Source: an optimization exercise on an open RTL-to-GDS flow (aim: small area, a short achievable clock period and few clock cycles). Production flows keep margins and buffers that such runs may drop.
In this exercise RTL edits were held to simulation tests only and were not proved equivalent to the original.

==> 10-25 <==
## vpe_stripe_solver
module vpe_stripe_solver (
  input             clk,
  input             rst_n,
  input             start,
  input             cfg_scheme,      
  input      [3:0]  cfg_ngroups,     
  input      [47:0] cfg_gsize,       
  input      [63:0] fail_data,       
  input      [7:0]  fail_lp,         
  input             fail_gp,         
  output            busy,
  output            done,
  output     [1:0]  cls_rollup,
  output     [15:0] cls_group,       
  output     [1:0]  cls_gp,
  output            rd_valid,
  output     [5:0]  rd_slot,
  input             rd_ready,
  input      [31:0] rd_data,
  output            out_valid,
  output     [5:0]  out_slot,
  output     [31:0] out_data,
  input             out_ready
);
export LEC_CHECK = 0
export CAP_MARGIN = 20
export CORE_MARGIN = 2
export CORE_UTILIZATION = 60
export SLEW_MARGIN = 20
create_clock -name core_clock -period 14.0 [get_ports {clk}]
standard.sh (not shown) runs the stock make flow with config.mk's settings and CLKGATE_MAP_FILE= SYNTH_SCRIPT=/design/flow/synth_recipe.tcl, a recipe that flattens the netlist after the stock synthesis.
==> flow/flow/run.sh <==
#!/bin/bash
set -euo pipefail
export SETUP_SLACK_MARGIN=10
bash standard.sh > standard.log 2>&1
==> 08-13: changes against 10-25 <==
--- a/flow/design.v
+++ b/flow/design.v
@@ -116,31 +116,32 @@
   reg  [3:0]  ng;
   reg  [5:0]  E [0:7];         
   reg  [63:0] fd;
   reg  [7:0]  flp;
   reg         fgp;
   reg  [1:0]  cnt [0:7];       
   reg  [5:0]  pa;              
   reg         pav;             
-  reg  [7:0]  r_rec, r_dl;
-  reg  [7:0]  r_loc, r_lpe;    
+  reg  [5:0]  fa;              
+  reg  [7:0]  r_loc, r_lpe, r_rec, r_dl;
   reg  [2:0]  r_t;
   reg         r_modeT, r_modeG, r_tc;
   reg  [5:0]  r_gpslot;
-  reg  [1:0]  r_roll, r_q;
   reg  [4:0]  st2;             
   reg  [2:0]  g2;
   reg  [2:0]  g;               
   reg  [5:0]  s;               
   reg  [5:0]  send;            
   reg  [5:0]  pslot;           
   reg         first;           
   reg         lpv;             
+  reg  [5:0]  fslot;           
   reg  [5:0]  ireg, jreg;      
+  reg  [5:0]  dreg;            
   reg         seenj;
   reg  [2:0]  bcnt;
   reg         fj, xlp;         
   reg         rdv;             
   reg         busy_r, done_r;
   reg  [5:0]  rds;             
   reg  [31:0] A, T, P, V;
   reg         ovalid;
@@ -182,55 +183,32 @@
     integer i;
     begin
       ffs8 = 4'd0;
       for (i = 7; i >= 0; i = i - 1)
         if (m[i]) ffs8 = {1'b1, i[2:0]};
     end
   endfunction
   wire [5:0] ndata = E[7];
-  always @* begin
-    for (k = 0; k < 8; k = k + 1) begin
-      r_loc[k] = r_rec[k] && !flp[k] && cnt[k] == 2'd1;
-      r_lpe[k] = r_rec[k] && flp[k];
-    end
-  end
-  reg  [4:0] fj_st;
-  reg  [2:0] fj_g;
-  always @* begin : fjb
-    reg [3:0] lf0, pf0;
-    reg [7:0] lpe0;
-    reg [2:0] nm1;
-    lpe0 = lpr_m | (tgt_m & flp);
-    lf0  = ffs8(loc_m);
-    pf0  = ffs8(lpe0);
-    nm1  = ng[2:0] - 3'd1;
-    fj_g  = 3'd0;
-    if (modeT)        fj_st = S_TGP;
-    else if (lf0[3]) begin fj_st = S_LJL; fj_g = lf0[2:0]; end
-    else if (pf0[3]) begin fj_st = S_LPJ; fj_g = pf0[2:0]; end
-    else begin
-      fj_g  = nm1;
-      fj_st = (!scheme && loc_m[nm1]) ? S_LJA : S_HA;
-    end
-  end
   wire [2:0] ngm1  = ng[2:0] - 3'd1;
   reg  [4:0] nx_st;
   reg  [2:0] nx_g;
   always @* begin : nxt
     reg [3:0] lf, pf;
     reg       to_loc, to_lp;
     reg [3:0] lfrom, pfrom;
     nx_st  = S_END;
     nx_g   = g2;
     to_loc = 1'b0;
     to_lp  = 1'b0;
     lfrom  = 4'd0;
     pfrom  = 4'd0;
     case (st2)
+      S_DISP:  if (r_modeT) nx_st = S_TGP;
+               else begin to_loc = 1'b1; lfrom = 4'd0; end
       S_TGP:   if (r_t == 3'd0) begin nx_st = S_TLOW; nx_g = r_t; end
                else begin nx_st = r_loc[0] ? S_LJT : S_HT; nx_g = 3'd0; end
       S_LJT:   nx_st = S_HT;
       S_HT:    if (g2 + 3'd1 == r_t) begin nx_st = S_TLOW; nx_g = r_t; end
                else begin nx_g = g2 + 3'd1; nx_st = r_loc[g2 + 3'd1] ? S_LJT : S_HT; end
       S_TLOW:  if (r_t == ngm1) begin nx_st = S_TUP; nx_g = r_t; end
                else begin nx_g = ngm1; nx_st = (!scheme && r_loc[ngm1]) ? S_LJA : S_HA; end
       S_LJA:   nx_st = S_HA;
@@ -289,17 +267,17 @@
     for (i = 63; i >= 0; i = i - 1)
       if (amask[i]) af = i[5:0];
   end
   reg [2:0] agrp;
   always @* begin : agr
     integer i;
     reg [6:0] th;                   
     for (i = 0; i < 7; i = i + 1)
-      th[i] = (E[i] <= pa);
+      th[i] = (E[i] <= fa);
     agrp[2] = th[3];
     agrp[1] = th[3] ? th[5] : th[1];
     agrp[0] = th[3] ? (th[5] ? th[6] : th[4]) : (th[1] ? th[2] : th[0]);
   end
   wire cf      = fd[s];           
   wire st_lj   = (st == S_LJT) || (st == S_LJA) || (st == S_LJL);
   wire stall   = ovalid && !out_ready;
   wire adv     = !stall && (!rdv || rd_ready);
@@ -319,17 +297,17 @@
   end
   wire [31:0] p_base = first ? 32'd0 : P;
   wire [31:0] pn     = p_base ^ rd_data;
   wire [31:0] hx     = (lpv || !cf) ? rd_data : P;         
   wire [31:0] th     = T ^ hx;
   wire [31:0] tnext  = scheme ? th : div2w(th);
   wire [31:0] amul   = scheme ? A : mul2w(A);
   reg  [7:0]  cval;
-  always @(posedge clk) cval <= ctab(jreg - ireg);
+  always @(posedge clk) cval <= ctab(dreg);
   wire [31:0] rsol   = A ^ T ^ P ^ V;
   wire [5:0] s_step  = (st == S_HA || st == S_TUP) ? s - 6'd1 : s + 6'd1;
   wire       cf_step = fd[s_step];
   wire       seenj_n = seenj || (cf && r_tc && !seenj);
   wire       st_rsel = (st_lj && cf_step) || (st == S_TUP && cf_step && r_tc && seenj_n);
   wire job_st = !(st == S_IDLE || st == S_DONE || st == S_ANA0 || st == S_ANA ||
                   st == S_PLAN || st == S_END);
   always @(posedge clk) begin
@@ -354,18 +332,16 @@
               cnt[k] <= 2'd0;
             end
             fd     <= fail_data;
             flp    <= fail_lp;
             fgp    <= fail_gp;
             pav    <= 1'b0;
             r_rec  <= 8'd0;
             r_dl   <= 8'd0;
-            r_q    <= C_OK;
-            r_roll <= C_OK;
             st     <= S_ANA0;
             busy_r <= 1'b1;
             done_r <= 1'b0;
           end
         end
         S_ANA0: begin : a0
           reg [5:0] p01, p23, p45, p67, p03;
           p01 = E[0] + E[1];
@@ -377,41 +353,42 @@
           E[2] <= p01 + E[2];
           E[3] <= p03;
           E[4] <= p03 + E[4];
           E[5] <= p03 + p45;
           E[6] <= p03 + p45 + E[6];
           E[7] <= p03 + (p45 + p67);
           pa  <= af;                  
           pav <= 1'b1;
+          fa  <= af;
           if (fd != 64'd0)             begin st <= S_ANA; busy_r <= 1'b1; done_r <= 1'b0; end
           else if (flp != 8'd0 || fgp) begin st <= S_PLAN; busy_r <= 1'b1; done_r <= 1'b0; end
           else                         begin st <= S_DONE; busy_r <= 1'b0; done_r <= 1'b1; end
         end
         S_ANA: begin
           if (cnt[agrp] != 2'd3) cnt[agrp] <= cnt[agrp] + 2'd1;
           pa <= af;
+          fa <= af;
           if (amask == 64'd0) begin st <= S_PLAN; busy_r <= 1'b1; done_r <= 1'b0; end
         end
         S_PLAN: begin
+          r_loc    <= loc_m;
+          r_lpe    <= lpr_m | (tgt_m & flp);
           r_rec    <= rec_m;
           r_dl     <= dl_m;
           r_t      <= t;
           r_modeT  <= modeT;
           r_modeG  <= modeG;
           r_tc     <= !flp[t];
           r_gpslot <= E[7] + {2'd0, ng};
-          r_q      <= !fgp ? C_OK : (|dl_m) ? C_DL : C_REC;
-          r_roll   <= (|dl_m) ? C_DL : (|rec_m || fgp) ? C_REC : C_OK;
           if (modeT || loc_m != 8'd0 || lpr_m != 8'd0 || modeG) begin
             st     <= S_DISP;
             busy_r <= 1'b1;
             done_r <= 1'b0;
-            st2    <= fj_st;
-            g2     <= fj_g;
+            st2 <= S_DISP;
           end else begin
             st     <= S_DONE;
             busy_r <= 1'b0;
             done_r <= 1'b1;
           end
         end
         S_END: begin
           if (!stall) begin st <= S_DONE; busy_r <= 1'b0; done_r <= 1'b1; end
@@ -420,49 +397,52 @@
           if (adv) begin
             case (st)
               S_LJT, S_LJA, S_LJL, S_LPJ: begin
                 if (!xlp && first && cf) begin
                   P  <= 32'd0;               
                   fj <= 1'b1;
                 end else
                   P <= pn;
-                if (!xlp && cf) oslot <= s;
+                if (!xlp && cf) fslot <= s;
                 if (go_xlp) xlp <= 1'b1;
                 if (vend && st != S_LJA) begin
                   V      <= pn;
                   ovalid <= 1'b1;
-                  if (st == S_LPJ) oslot <= pslot;
+                  oslot  <= (st == S_LPJ) ? pslot : (cf && !xlp) ? s : fslot;
                 end
               end
               S_TGP: T <= rd_data;
               S_HT:  T <= tnext;
               S_HA:  A <= amul ^ hx;
               S_TLOW: begin
                 if (!cf) begin
                   T <= tnext;
                   P <= pn;
                 end else begin
                   ireg <= s;
                   V    <= p_base;
                 end
               end
               S_TUP: begin
+                dreg <= dreg + 6'd1;
                 if (!cf) begin
                   A <= amul ^ rd_data;
                   P <= pn;
                 end else if (r_tc && !seenj) begin
                   A     <= amul;
                   P     <= p_base;
                   jreg  <= s;
                   seenj <= 1'b1;
+                  dreg  <= 6'd1;
                 end else begin
                   A    <= amul;
                   P    <= r_tc ? pn : p_base;    
                   ireg <= s;
+                  dreg <= dreg;
                 end
               end
               S_SOLVE: begin
                 if (bcnt == 3'd7) begin
                   A <= rsol;
                   T <= cval[7] ? rsol : 32'd0;
                 end else
                   T <= mul2w(T) ^ (cval[bcnt] ? A : 32'd0);
@@ -522,15 +502,17 @@
   end
   assign busy       = busy_r;
   assign done       = done_r;
   assign rd_valid   = rdv;
   assign rd_slot    = rds;
   assign out_valid  = ovalid;
   assign out_slot   = oslot;
   assign out_data   = V;
+  wire       o_dl  = |r_dl;
+  wire [1:0] o_q   = !fgp ? C_OK : o_dl ? C_DL : C_REC;
   genvar gi;
   generate for (gi = 0; gi < 8; gi = gi + 1) begin : og
     assign cls_group[2*gi +: 2] = {r_dl[gi], r_rec[gi]};
   end endgenerate
-  assign cls_gp     = r_q;
-  assign cls_rollup = r_roll;
+  assign cls_gp     = o_q;
+  assign cls_rollup = (o_dl || o_q == C_DL) ? C_DL : (|r_rec || o_q == C_REC) ? C_REC : C_OK;
 endmodule
==> flow/run.sh (new file) <==
#!/bin/bash
# synth_recipe.tcl (not shown) runs the flow's synth.tcl, then flattens the netlist and writes it again
# the make line also repeats each setting of config.mk as NAME=value (left out here)
make -C /OpenROAD-flow-scripts/flow DESIGN_CONFIG=/design/flow/config.mk WORK_HOME=/design/flow/orfs CLKGATE_MAP_FILE= SYNTH_SCRIPT=/design/flow/synth_recipe.tcl finish
==> flow/config.mk (replaced) <==
export PLATFORM = sky130hd
export DESIGN_NAME = vpe_stripe_solver
export DESIGN_NICKNAME = vpe_stripe_solver
export VERILOG_FILES = /design/flow/design.v
export SDC_FILE = /design/flow/constraint.sdc
export NUM_CORES = 4
export LEC_CHECK = 0
export CAP_MARGIN = 20
export CORE_MARGIN = 2
export CORE_UTILIZATION = 40
export SLEW_MARGIN = 20
removed: flow/flow/run.sh
removed: flow/standard.sh
==> 11-02: changes against 10-25 <==
--- a/flow/design.v
+++ b/flow/design.v
@@ -120,31 +120,33 @@
   reg         fgp;
   reg  [1:0]  cnt [0:7];       
   reg  [5:0]  pa;              
   reg         pav;             
   reg  [7:0]  r_rec, r_dl;
   reg  [7:0]  r_loc, r_lpe;    
   reg  [2:0]  r_t;
   reg         r_modeT, r_modeG, r_tc;
-  reg  [5:0]  r_gpslot;
   reg  [1:0]  r_roll, r_q;
   reg  [4:0]  st2;             
   reg  [2:0]  g2;
   reg  [2:0]  g;               
   reg  [5:0]  s;               
   reg  [5:0]  send;            
   reg  [5:0]  pslot;           
   reg         first;           
   reg         lpv;             
   reg  [5:0]  ireg, jreg;      
   reg         seenj;
   reg  [2:0]  bcnt;
   reg         fj, xlp;         
   reg         rdv;             
+  reg         refill;          
+  reg         g1v;
+  reg  [2:0]  g1r;             
   reg         busy_r, done_r;
   reg  [5:0]  rds;             
   reg  [31:0] A, T, P, V;
   reg         ovalid;
   reg  [5:0]  oslot;
   integer k;
   reg  [7:0]  nle0, pok, loc_m, lpr_m, tgt_m, dl_m, rec_m;
   reg  [2:0]  t;
@@ -232,20 +234,19 @@
       S_HT:    if (g2 + 3'd1 == r_t) begin nx_st = S_TLOW; nx_g = r_t; end
                else begin nx_g = g2 + 3'd1; nx_st = r_loc[g2 + 3'd1] ? S_LJT : S_HT; end
       S_TLOW:  if (r_t == ngm1) begin nx_st = S_TUP; nx_g = r_t; end
                else begin nx_g = ngm1; nx_st = (!scheme && r_loc[ngm1]) ? S_LJA : S_HA; end
       S_LJA:   nx_st = S_HA;
       S_HA:    if (r_modeT && g2 - 3'd1 == r_t) begin nx_st = S_TUP; nx_g = r_t; end
                else if (!r_modeT && g2 == 3'd0) nx_st = S_GPE;
                else begin nx_g = g2 - 3'd1; nx_st = (!scheme && r_loc[g2 - 3'd1]) ? S_LJA : S_HA; end
-      S_TUP:   nx_st = r_tc ? S_SOLVE : S_EMI;
-      S_SOLVE: nx_st = S_EMI;
-      S_EMI:   if (r_tc) nx_st = S_EMJ;
+      S_TUP:   if (r_tc) nx_st = S_SOLVE;
                else begin to_loc = 1'b1; lfrom = {1'b0, r_t} + 4'd1; end
+      S_SOLVE: nx_st = S_EMJ;
       S_EMJ:   begin to_loc = 1'b1; lfrom = {1'b0, r_t} + 4'd1; end
       S_LJL:   begin to_loc = 1'b1; lfrom = {1'b0, g2} + 4'd1; end
       S_LPJ, S_EMLPT: begin to_lp = 1'b1; pfrom = {1'b0, g2} + 4'd1; end
       default: nx_st = S_END;
     endcase
     lf = ffs8(r_loc & (8'hff << lfrom));
     if (to_loc) begin
       if (lf[3]) begin nx_st = S_LJL; nx_g = lf[2:0]; end
@@ -258,28 +259,33 @@
         nx_st = (r_modeT && pf[2:0] == r_t) ? S_EMLPT : S_LPJ;
       end else if (r_modeG) begin
         nx_g  = ngm1;
         nx_st = (!scheme && r_loc[ngm1]) ? S_LJA : S_HA;
       end else
         nx_st = S_END;
     end
   end
-  wire       su_desc  = (st2 == S_HA) || (st2 == S_TUP);
-  wire [5:0] su_start = (g2 == 3'd0) ? 6'd0 : E[g2 - 3'd1];
-  wire [5:0] su_endm1 = E[g2] - 6'd1;
+  wire       planning = (st == S_PLAN);
+  wire [4:0] su_st    = planning ? S_LJL : st2;
+  wire [2:0] su_g     = planning ? g1r : g2;
+  wire [5:0] gps      = E[7] + {2'd0, ng};
+  wire       spec_ok  = g1v && (fj_st == S_LJL) && (fj_g == g1r);
+  wire       su_desc  = (su_st == S_HA) || (su_st == S_TUP);
+  wire [5:0] su_start = (su_g == 3'd0) ? 6'd0 : E[su_g - 3'd1];
+  wire [5:0] su_endm1 = E[su_g] - 6'd1;
   wire [5:0] su_s     = su_desc ? su_endm1 : su_start;
   wire [5:0] su_send  = su_desc ? su_start : su_endm1;
-  wire [5:0] su_pslot = (st2 == S_GPE) ? r_gpslot : ndata + {3'd0, g2};
-  wire       su_lpv   = scheme && !flp[g2];
-  wire       su_rsel  = (st2 == S_TGP) || ((st2 == S_HT || st2 == S_HA) && su_lpv);
-  wire       su_read  = (st2 == S_LJT) || (st2 == S_LJA) || (st2 == S_LJL) || (st2 == S_LPJ) ||
-                        (st2 == S_TGP) || (st2 == S_HT) || (st2 == S_HA) ||
-                        (st2 == S_TLOW) || (st2 == S_TUP);
-  wire       entering_a = (st2 == S_LJA || st2 == S_HA || st2 == S_TUP) &&
+  wire [5:0] su_pslot = (su_st == S_GPE) ? gps : ndata + {3'd0, su_g};
+  wire       su_lpv   = scheme && !flp[su_g];
+  wire       su_rsel  = (su_st == S_TGP) || ((su_st == S_HT || su_st == S_HA) && su_lpv);
+  wire       su_read  = (su_st == S_LJT) || (su_st == S_LJA) || (su_st == S_LJL) || (su_st == S_LPJ) ||
+                        (su_st == S_TGP) || (su_st == S_HT) || (su_st == S_HA) ||
+                        (su_st == S_TLOW) || (su_st == S_TUP);
+  wire       entering_a = (su_st == S_LJA || su_st == S_HA || su_st == S_TUP) &&
                           !(st == S_LJA || st == S_HA);
   reg  [63:0] amask;              
   always @* begin : am
     integer i;
     for (i = 0; i < 64; i = i + 1)
       amask[i] = fd[i] && (!pav || i > pa);
   end
   reg  [5:0]  af;
@@ -321,16 +327,17 @@
   wire [31:0] pn     = p_base ^ rd_data;
   wire [31:0] hx     = (lpv || !cf) ? rd_data : P;         
   wire [31:0] th     = T ^ hx;
   wire [31:0] tnext  = scheme ? th : div2w(th);
   wire [31:0] amul   = scheme ? A : mul2w(A);
   reg  [7:0]  cval;
   always @(posedge clk) cval <= ctab(jreg - ireg);
   wire [31:0] rsol   = A ^ T ^ P ^ V;
+  wire [31:0] tsol   = mul2w(T) ^ (cval[bcnt] ? A : 32'd0);
   wire [5:0] s_step  = (st == S_HA || st == S_TUP) ? s - 6'd1 : s + 6'd1;
   wire       cf_step = fd[s_step];
   wire       seenj_n = seenj || (cf && r_tc && !seenj);
   wire       st_rsel = (st_lj && cf_step) || (st == S_TUP && cf_step && r_tc && seenj_n);
   wire job_st = !(st == S_IDLE || st == S_DONE || st == S_ANA0 || st == S_ANA ||
                   st == S_PLAN || st == S_END);
   always @(posedge clk) begin
     if (!rst_n) begin
@@ -345,84 +352,110 @@
         S_IDLE, S_DONE: begin
           st     <= S_IDLE;
           busy_r <= 1'b0;
           done_r <= 1'b0;
           if (start) begin
             scheme <= cfg_scheme;
             ng     <= cfg_ngroups;
             for (k = 0; k < 8; k = k + 1) begin
-              E[k]   <= cfg_gsize[6*k +: 6];
+              if (k % 2 == 0) E[k] <= cfg_gsize[6*k +: 6];
+              else            E[k] <= cfg_gsize[6*k +: 6] + cfg_gsize[6*k-6 +: 6];
               cnt[k] <= 2'd0;
             end
             fd     <= fail_data;
             flp    <= fail_lp;
             fgp    <= fail_gp;
             pav    <= 1'b0;
+            refill <= 1'b0;
+            g1v    <= 1'b0;
             r_rec  <= 8'd0;
             r_dl   <= 8'd0;
             r_q    <= C_OK;
             r_roll <= C_OK;
             st     <= S_ANA0;
             busy_r <= 1'b1;
             done_r <= 1'b0;
           end
         end
         S_ANA0: begin : a0
-          reg [5:0] p01, p23, p45, p67, p03;
-          p01 = E[0] + E[1];
-          p23 = E[2] + E[3];
-          p45 = E[4] + E[5];
-          p67 = E[6] + E[7];
-          p03 = p01 + p23;
-          E[1] <= p01;
-          E[2] <= p01 + E[2];
+          reg [5:0] p03, q46, q47;
+          p03 = E[1] + E[3];
+          q46 = E[5] + E[6];
+          q47 = E[5] + E[7];
+          E[2] <= E[1] + E[2];
           E[3] <= p03;
           E[4] <= p03 + E[4];
-          E[5] <= p03 + p45;
-          E[6] <= p03 + p45 + E[6];
-          E[7] <= p03 + (p45 + p67);
+          E[5] <= p03 + E[5];
+          E[6] <= p03 + q46;
+          E[7] <= p03 + q47;
           pa  <= af;                  
           pav <= 1'b1;
           if (fd != 64'd0)             begin st <= S_ANA; busy_r <= 1'b1; done_r <= 1'b0; end
           else if (flp != 8'd0 || fgp) begin st <= S_PLAN; busy_r <= 1'b1; done_r <= 1'b0; end
           else                         begin st <= S_DONE; busy_r <= 1'b0; done_r <= 1'b1; end
         end
         S_ANA: begin
           if (cnt[agrp] != 2'd3) cnt[agrp] <= cnt[agrp] + 2'd1;
+          g1v <= 1'b1;
+          if (!g1v) g1r <= agrp;
           pa <= af;
           if (amask == 64'd0) begin st <= S_PLAN; busy_r <= 1'b1; done_r <= 1'b0; end
         end
         S_PLAN: begin
           r_rec    <= rec_m;
           r_dl     <= dl_m;
           r_t      <= t;
           r_modeT  <= modeT;
           r_modeG  <= modeG;
           r_tc     <= !flp[t];
-          r_gpslot <= E[7] + {2'd0, ng};
           r_q      <= !fgp ? C_OK : (|dl_m) ? C_DL : C_REC;
           r_roll   <= (|dl_m) ? C_DL : (|rec_m || fgp) ? C_REC : C_OK;
-          if (modeT || loc_m != 8'd0 || lpr_m != 8'd0 || modeG) begin
+          if (spec_ok) begin
+            st     <= S_LJL;
+            busy_r <= 1'b1;
+            done_r <= 1'b0;
+            st2    <= S_LJL;
+            refill <= 1'b1;
+            g     <= g1r;
+                        g2    <= g1r;
+            s     <= su_s;
+            send  <= su_send;
+            pslot <= su_pslot;
+            lpv   <= su_lpv;
+            first <= 1'b1;
+            seenj <= 1'b0;
+            fj    <= 1'b0;
+            xlp   <= 1'b0;
+            bcnt  <= 3'd7;
+            rdv   <= su_read;
+            rds   <= su_rsel ? ((su_st == S_TGP) ? gps : su_pslot) : su_s;
+            if (entering_a) A <= 32'd0;
+          end else if (modeT || loc_m != 8'd0 || lpr_m != 8'd0 || modeG) begin
             st     <= S_DISP;
             busy_r <= 1'b1;
             done_r <= 1'b0;
             st2    <= fj_st;
             g2     <= fj_g;
           end else begin
             st     <= S_DONE;
             busy_r <= 1'b0;
             done_r <= 1'b1;
           end
         end
         S_END: begin
           if (!stall) begin st <= S_DONE; busy_r <= 1'b0; done_r <= 1'b1; end
         end
         default: begin
-          if (adv) begin
+          if (adv && refill) begin
+            st2    <= nx_st;
+            g2     <= nx_g;
+            refill <= 1'b0;
+          end
+          if (adv && !(vend && refill)) begin
             case (st)
               S_LJT, S_LJA, S_LJL, S_LPJ: begin
                 if (!xlp && first && cf) begin
                   P  <= 32'd0;               
                   fj <= 1'b1;
                 end else
                   P <= pn;
                 if (!xlp && cf) oslot <= s;
@@ -449,38 +482,39 @@
                 if (!cf) begin
                   A <= amul ^ rd_data;
                   P <= pn;
                 end else if (r_tc && !seenj) begin
                   A     <= amul;
                   P     <= p_base;
                   jreg  <= s;
                   seenj <= 1'b1;
-                end else begin
+                end else if (r_tc) begin
                   A    <= amul;
-                  P    <= r_tc ? pn : p_base;    
+                  P    <= pn;                    
                   ireg <= s;
+                end else begin
+                  V      <= amul ^ T;
+                  A      <= amul ^ T ^ p_base ^ V;
+                  ovalid <= 1'b1;
+                  oslot  <= s;
                 end
               end
               S_SOLVE: begin
                 if (bcnt == 3'd7) begin
                   A <= rsol;
                   T <= cval[7] ? rsol : 32'd0;
                 end else
-                  T <= mul2w(T) ^ (cval[bcnt] ? A : 32'd0);
-                bcnt <= bcnt - 3'd1;
-              end
-              S_EMI: begin
-                ovalid <= 1'b1;
-                oslot  <= ireg;
-                if (r_tc) V <= T ^ P ^ V;
-                else begin
-                  V <= A ^ T;
-                  A <= A ^ T ^ P ^ V;
+                  T <= tsol;
+                if (bcnt == 3'd0) begin
+                  V      <= tsol ^ P ^ V;
+                  ovalid <= 1'b1;
+                  oslot  <= ireg;
                 end
+                bcnt <= bcnt - 3'd1;
               end
               S_EMJ: begin
                 ovalid <= 1'b1;
                 oslot  <= jreg;
                 V      <= T;
               end
               S_EMLPT, S_GPE: begin
                 ovalid <= 1'b1;
@@ -502,17 +536,17 @@
               pslot <= su_pslot;
               lpv   <= su_lpv;
               first <= 1'b1;
               seenj <= 1'b0;
               fj    <= 1'b0;
               xlp   <= 1'b0;
               bcnt  <= 3'd7;
               rdv   <= su_read;
-              rds   <= su_rsel ? ((st2 == S_TGP) ? r_gpslot : su_pslot) : su_s;
+              rds   <= su_rsel ? ((su_st == S_TGP) ? gps : su_pslot) : su_s;
               if (entering_a) A <= 32'd0;
             end else if (go_xlp) begin
               rds <= pslot;
             end else begin
               s   <= s_step;
               rds <= st_rsel ? pslot : s_step;
             end
           end
==> flow/flow/run.sh (replaced) <==
#!/bin/bash
set -euo pipefail
export SETUP_SLACK_MARGIN=10
export BUFFER_PORTS_ARGS="-buffer_cell sky130_fd_sc_hd__buf_2"
bash standard.sh > standard.log 2>&1
==> notes.md <==
Sequential cell count: 08-13 > 10-25 > 11-02.
In 10-25 the sequential share of layout area is lower than in 08-13, by 2.8 points.
The lowest via count belongs to 08-13, the highest to 11-02.
Of 08-13 and 10-25, 10-25 has the higher non-clock buffer count (gap 142).
In 11-02 the final cell count is higher than in 08-13, by 2.2%.
The highest global-route usage belongs to 10-25, the lowest to 08-13.
The highest critical path depth belongs to 10-25, the lowest to 11-02.
Of 11-02 and 08-13, 08-13 has the higher clock-buffer cell count (gap 11).
Area after synthesis is about the same in 10-25 and 08-13.
Against 10-25, the register-to-register slack of 11-02 is higher by 460 ps.
Testbench counts of 10-25, summed over its fixed seeds: cycles 61,438.
Testbench counts of 08-13, summed over its fixed seeds: cycles 63,577.
Testbench counts of 11-02, summed over its fixed seeds: cycles 59,564.

[re-timing with driven ports]
How much do the figures lean on ideal ports? The routed layouts below were timed once more, with nothing changed but the port constraints.
Step 1: set_driving_cell puts a clkbuf_16 on clk and a buf_2 on each other input, an assumption about the parent block.
Step 2 times the ports against the registers' clock, not the clock port: input delays grow and output delays shrink by t, the midpoint of the rising clock arrivals with the driver on.
Slacks: no drivers / after step 1 / after step 2; pairs: no drivers / after step 1.
run | t (ns) | slack for setup (ns) | cell pins on the clock port's net
10-25 | 0.665 | 9.556 / 9.556 / 9.321 | 1
08-13 | 0.671 | 8.599 / 8.599 / 8.098 | 1
11-02 | 0.674 | 9.882 / 9.818 / 9.359 | 1
After both steps setup and hold are still met in every run listed. For 11-02, which loses most, drivers alone change the setup slack by -0.064 ns; drivers and shift together by -0.523 ns.
